This is an optimization exercise on Yosys and OpenROAD, whose aim is small area, not a production implementation.
Function was checked by simulation only, so behaviour that the tests miss may differ from the original.

== run 1 ==
==> flow/design.v (excerpt) <==
module pp_core (
    input  wire         clk,
    input  wire         rst,
    input  wire         cmd_valid,
    output wire         cmd_ready,
    input  wire [3:0]   cmd_code,
    input  wire [271:0] cmd_arg,
    output reg          rsp_valid,
    output reg  [1:0]   rsp_status,
    output wire [65:0]  rsp_data,
    output reg          tx_open_req,
    input  wire         tx_open_ack,
    input  wire         tx_open_ok,
    output reg          tx_wr_valid,
    output wire [31:0]  tx_wr_data,
    input  wire         tx_done,
    input  wire         tx_fail,
    output reg          tx_close,
    output wire [1:0]   phase,
    output wire [2:0]   err,
    output wire [1:0]   dstate
);
Size in the first run: roughly 1,700 cells after synthesis, about 28,000 µm² of cells after synthesis.
clock: 12.0 ns
lec_check: 0
cap_margin: 20
core_margin: 2
core_utilization: 40
cts_buf_list: sky130_fd_sc_hd__clkbuf_8 sky130_fd_sc_hd__clkbuf_16
cts_cluster_diameter: 130
cts_cluster_size: 28
place_density: 0.6
slew_margin: 20
synth_hierarchical: 1
standard.sh (not shown) runs the stock make flow with config.mk's settings and CLKGATE_MAP_FILE= SYNTH_SCRIPT=/design/flow/synth_recipe.tcl, a recipe that flattens the netlist after the stock synthesis.
==> flow/flow/run.sh <==
#!/bin/bash
# The standard layout, with each port buffered by the smallest buffer
# (sky130_fd_sc_hd__buf_1) instead of the default clkdlybuf4s50_1.
set -euo pipefail
export BUFFER_PORTS_ARGS="-buffer_cell sky130_fd_sc_hd__buf_1"
bash standard.sh finish > flow_standard.log 2>&1
[inputs] run 2 vs run 1
- swapping 0.6 for 0.7 in PLACE_DENSITY
- swapping 40 for 55 in CORE_UTILIZATION
- clearing CTS_BUF_LIST, which used to be sky130_fd_sc_hd__clkbuf_8 sky130_fd_sc_hd__clkbuf_16
--- outcome ---
Start point of the critical path = cmd_arg[1]: run 1; start point of the critical path = cmd_arg[0]: run 2. [compare] base=run 1 new=run 2: maximum fanout along the worst path has increased; worst setup slack increased 0.37 ns; routed length on met2 fell by 11%. Looking at final critical delay including setup and external delays across run 2 and run 1, the one that comes out lower is run 2. In run 2 relative to run 1, final cell count had gone down by a little under 10%. Of run 2 and run 1, it is run 2 that has the lower global routing usage on met3. Going from run 1 to run 2, total length of routed wires shrinks by about 7%. NOTE: global-route wire length before repair in run 2 falls short of that of run 1. STATUS floorplan core area: run 2 wins against run 1.
### run 2 -> run 3
- PLACE_DENSITY: 0.7 -> 0.6
- CORE_UTILIZATION: 55 -> 40
==> flow/flow/run.sh <==
#!/bin/bash
# The standard layout, with each port buffered by the smallest buffer
# (sky130_fd_sc_hd__buf_1) instead of the default clkdlybuf4s50_1, and clock
# tree synthesis without dummy balancing loads.
set -euo pipefail
export BUFFER_PORTS_ARGS="-buffer_cell sky130_fd_sc_hd__buf_1"
export CTS_ARGS="-sink_clustering_enable -repair_clock_nets -sink_clustering_size 28 -sink_clustering_max_diameter 130 -dont_use_dummy_load"
bash standard.sh finish > flow_standard.log 2>&1
==> comparison <==
From run 3 to run 2, synthesized cell count did not move at all. Diff run 2 -> run 3 | average wire length per cell after detail routing | decrease of 2.6%. Shortest period the worst path allows: run 3 vs run 2 up 0.34 ns. Higher timing-limited maximum frequency was reported by run 2, not run 3. What run 2 reported for total length of routed met2 wires has to be multiplied by 1.12 to get the figure for run 3. Share of the core filled with cells in the final layout: lower on run 3. Routed wire in run 3 totals more than in run 2. The standard cells in run 3 occupy more silicon area than those in run 2 do. Number of filler instances in the final layout (run 3 vs. run 2) increases by more than half.
diff inputs: run 3 => run 4
- changing CTS_CLUSTER_SIZE from 28 to 22
- changing CTS_CLUSTER_DIAMETER from 130 to 150
==> flow/flow/run.sh <==
#!/bin/bash
# The standard layout, with each port buffered by the smallest buffer
# (sky130_fd_sc_hd__buf_1) instead of the default clkdlybuf4s50_1.
set -euo pipefail
export BUFFER_PORTS_ARGS="-buffer_cell sky130_fd_sc_hd__buf_1"
bash standard.sh finish > flow_standard.log 2>&1
--- outcome ---
Diff run 3 -> run 4 | number of clock-tree buffers in the layout | increase of 30. Run 4 finished all stages; the layout is clean. Async set-reset flop share out of synthesis: run 3 vs run 4 identical. Compared with run 3, run 4 shows via count that has gone up slightly. Compared with run 3, in run 4 sequential cell count comparable, synthesis-to-layout area growth +0.93 points. In the tables for run 4 and run 3, number of non-filler instances in the completed layout reads higher with run 4.

========
run A:
pp_core again, from the RTL that the note above started with.
export LEC_CHECK = 0
export CAP_MARGIN = 20
export CORE_MARGIN = 2
export CORE_UTILIZATION = 40
export CTS_CLUSTER_DIAMETER = 110
export CTS_CLUSTER_SIZE = 26
export PLACE_DENSITY = 0.6
export SLEW_MARGIN = 20
export SYNTH_HIERARCHICAL = 1
create_clock -name core_clock -period 12.0 [get_ports {clk}]
==> flow/flow/run.sh <==
#!/bin/bash
# The standard layout, with each port buffered by the smallest buffer
# (sky130_fd_sc_hd__buf_1) instead of the default clkdlybuf4s50_1.
set -euo pipefail
export BUFFER_PORTS_ARGS="-buffer_cell sky130_fd_sc_hd__buf_1"
bash standard.sh finish > flow_standard.log 2>&1
## Diff of input files: run B against run A
# run A
export LEC_CHECK = 0
export CAP_MARGIN = 20
export CORE_MARGIN = 2
export CORE_UTILIZATION = 40
export CTS_CLUSTER_DIAMETER = 110
export CTS_CLUSTER_SIZE = 26
export PLACE_DENSITY = 0.6
export SLEW_MARGIN = 20
export SYNTH_HIERARCHICAL = 1
create_clock -name core_clock -period 12.0 [get_ports {clk}]
# run B
export LEC_CHECK = 0
export CAP_MARGIN = 20
export CORE_MARGIN = 2
export CORE_UTILIZATION = 40
export CTS_CLUSTER_DIAMETER = 80
export CTS_CLUSTER_SIZE = 24
export PLACE_DENSITY = 0.6
export SLEW_MARGIN = 20
export SYNTH_HIERARCHICAL = 1
create_clock -name core_clock -period 12.0 [get_ports {clk}]
==> flow/flow/run.sh <==
#!/bin/bash
# The standard layout, with each port buffered by the smallest buffer
# (sky130_fd_sc_hd__buf_1) instead of the default clkdlybuf4s50_1, and with
# OpenROAD's power recovery (downsizing of gates off the critical paths)
# after global routing.
set -euo pipefail
export BUFFER_PORTS_ARGS="-buffer_cell sky130_fd_sc_hd__buf_1"
export RECOVER_POWER=100
bash standard.sh finish > flow_standard.log 2>&1
## What came out
Nothing crashed in run B and all stages finished; the problem is that the final layout failed, the offending checks being capacitance limit, slew limit. Summary of run B over run A: portion of the clock cycle consumed by the worst path in the final layout increased 6.1 points; synthesis-to-layout area growth rose by 0.20 points; largest incremental delay on the critical path increased 2.05 ns. Per the comparison of run B with run A, number of DRC markers after the initial detailed-route iteration picked up an extra about 2.7%, via count of the first global-routing pass roughly the same. Run comparison: run B origin of the worst setup path cmd_code[3]; run A origin of the worst setup path cmd_arg[1].
The inputs of run C differ from those of run B as listed below.
# run B
export LEC_CHECK = 0
export CAP_MARGIN = 20
export CORE_MARGIN = 2
export CORE_UTILIZATION = 40
export CTS_CLUSTER_DIAMETER = 80
export CTS_CLUSTER_SIZE = 24
export PLACE_DENSITY = 0.6
export SLEW_MARGIN = 20
export SYNTH_HIERARCHICAL = 1
create_clock -name core_clock -period 12.0 [get_ports {clk}]
# run C
export LEC_CHECK = 0
export CAP_MARGIN = 20
export CORE_MARGIN = 2
export CORE_UTILIZATION = 40
export CTS_CLUSTER_DIAMETER = 130
export CTS_CLUSTER_SIZE = 28
export PLACE_DENSITY = 0.6
export SLEW_MARGIN = 20
export SYNTH_HIERARCHICAL = 1
create_clock -name core_clock -period 12.0 [get_ports {clk}]
==> flow/flow/run.sh <==
#!/bin/bash
# The standard layout, with each port buffered by the smallest buffer
# (sky130_fd_sc_hd__buf_1) instead of the default clkdlybuf4s50_1.
set -euo pipefail
export BUFFER_PORTS_ARGS="-buffer_cell sky130_fd_sc_hd__buf_1"
bash standard.sh finish > flow_standard.log 2>&1
==> run notes <==
Both conditions hold for run C: the flow ran to the end and the final layout passed the timing, design-rule and antenna checks.
cmd_arg[1] as the start point of the critical path was reported by run C, and cmd_code[3] by run B.
Run B has higher design area than run C.
Clock tree skew after final layout: run C vs run B, no meaningful difference
| routed wire length per instance | run C vs run B | ≈ equal |
The lower final hold slack of run B and run C is in run B.
Diff run B -> run C: final worst setup slack climbed 0.72 ns; cell count dropped about 0.43%; global-route wire length before repair barely changed.
### run C -> run D
# run C
export LEC_CHECK = 0
export CAP_MARGIN = 20
export CORE_MARGIN = 2
export CORE_UTILIZATION = 40
export CTS_CLUSTER_DIAMETER = 130
export CTS_CLUSTER_SIZE = 28
export PLACE_DENSITY = 0.6
export SLEW_MARGIN = 20
export SYNTH_HIERARCHICAL = 1
create_clock -name core_clock -period 12.0 [get_ports {clk}]
# run D
export LEC_CHECK = 0
export CAP_MARGIN = 20
export CORE_MARGIN = 2
export CORE_UTILIZATION = 40
export CTS_CLUSTER_DIAMETER = 80
export CTS_CLUSTER_SIZE = 24
export PLACE_DENSITY = 0.6
export SLEW_MARGIN = 20
export SYNTH_HIERARCHICAL = 1
create_clock -name core_clock -period 12.0 [get_ports {clk}]
==> run notes <==
- Between run C and run D, the final RePlAce weighted congestion figures differ only marginally.
- Reported for run D and run C, post-synthesis cell type count turned out identical to the last digit.
- Re worst hold slack: run D and run C aren't equal, and the lower value belongs to run D.
- The standard cells in run D occupy more silicon area than those in run C do.
- In run D, the worst setup slack came out 0.013 ns below the value in run C.
- Run D vs run C — wire length rose about 0.5%.
- Synthesized flop and latch total came out exactly the same in run D and run C.

## re-timing with driven ports
Ports are ideal in the flow. The routed layouts listed here were re-timed in OpenROAD.
Step 1, drivers: a clkbuf_16 drives clk and a buf_2 each remaining input, both assumed.
Step 2 moves the port delays by t, midway between the first and last clock arrival at a register: inputs arrive t later, outputs are due t later. That takes back most of the time a late clock gives input paths.
a / b / c = ideal / step 1 / step 2; a / b = the first two.
| run | t, ns | slack for setup (ns) | clock arrival spread, ns | slew at the worst register clock pin (ns) |
|---|---|---|---|---|
| run 1 | 0.629 | 2.826 / 2.837 / 2.208 | 0.016 / 0.016 | 0.11 / 0.11 |
| run 2 | 0.667 | 3.196 / 3.227 / 2.560 | 0.031 / 0.031 | 0.12 / 0.12 |
| run 3 | 0.619 | 2.855 / 2.866 / 2.247 | 0.026 / 0.026 | 0.11 / 0.11 |
| run 4 | 0.659 | 2.876 / 2.888 / 2.229 | 0.020 / 0.021 | 0.10 / 0.10 |
| run A | 0.644 | 2.871 / 2.884 / 2.240 | 0.018 / 0.018 | 0.11 / 0.11 |
| run B | 0.657 | 2.138 / 2.169 / 1.511 | 0.024 / 0.025 | 0.10 / 0.10 |
| run C | 0.631 | 2.862 / 2.873 / 2.242 | 0.021 / 0.021 | 0.11 / 0.11 |
| run D | 0.657 | 2.849 / 2.861 / 2.204 | 0.030 / 0.029 | 0.10 / 0.10 |
The setup slack of run 4, which loses most, moves by +0.012 ns with the drivers and by -0.647 ns with both steps.
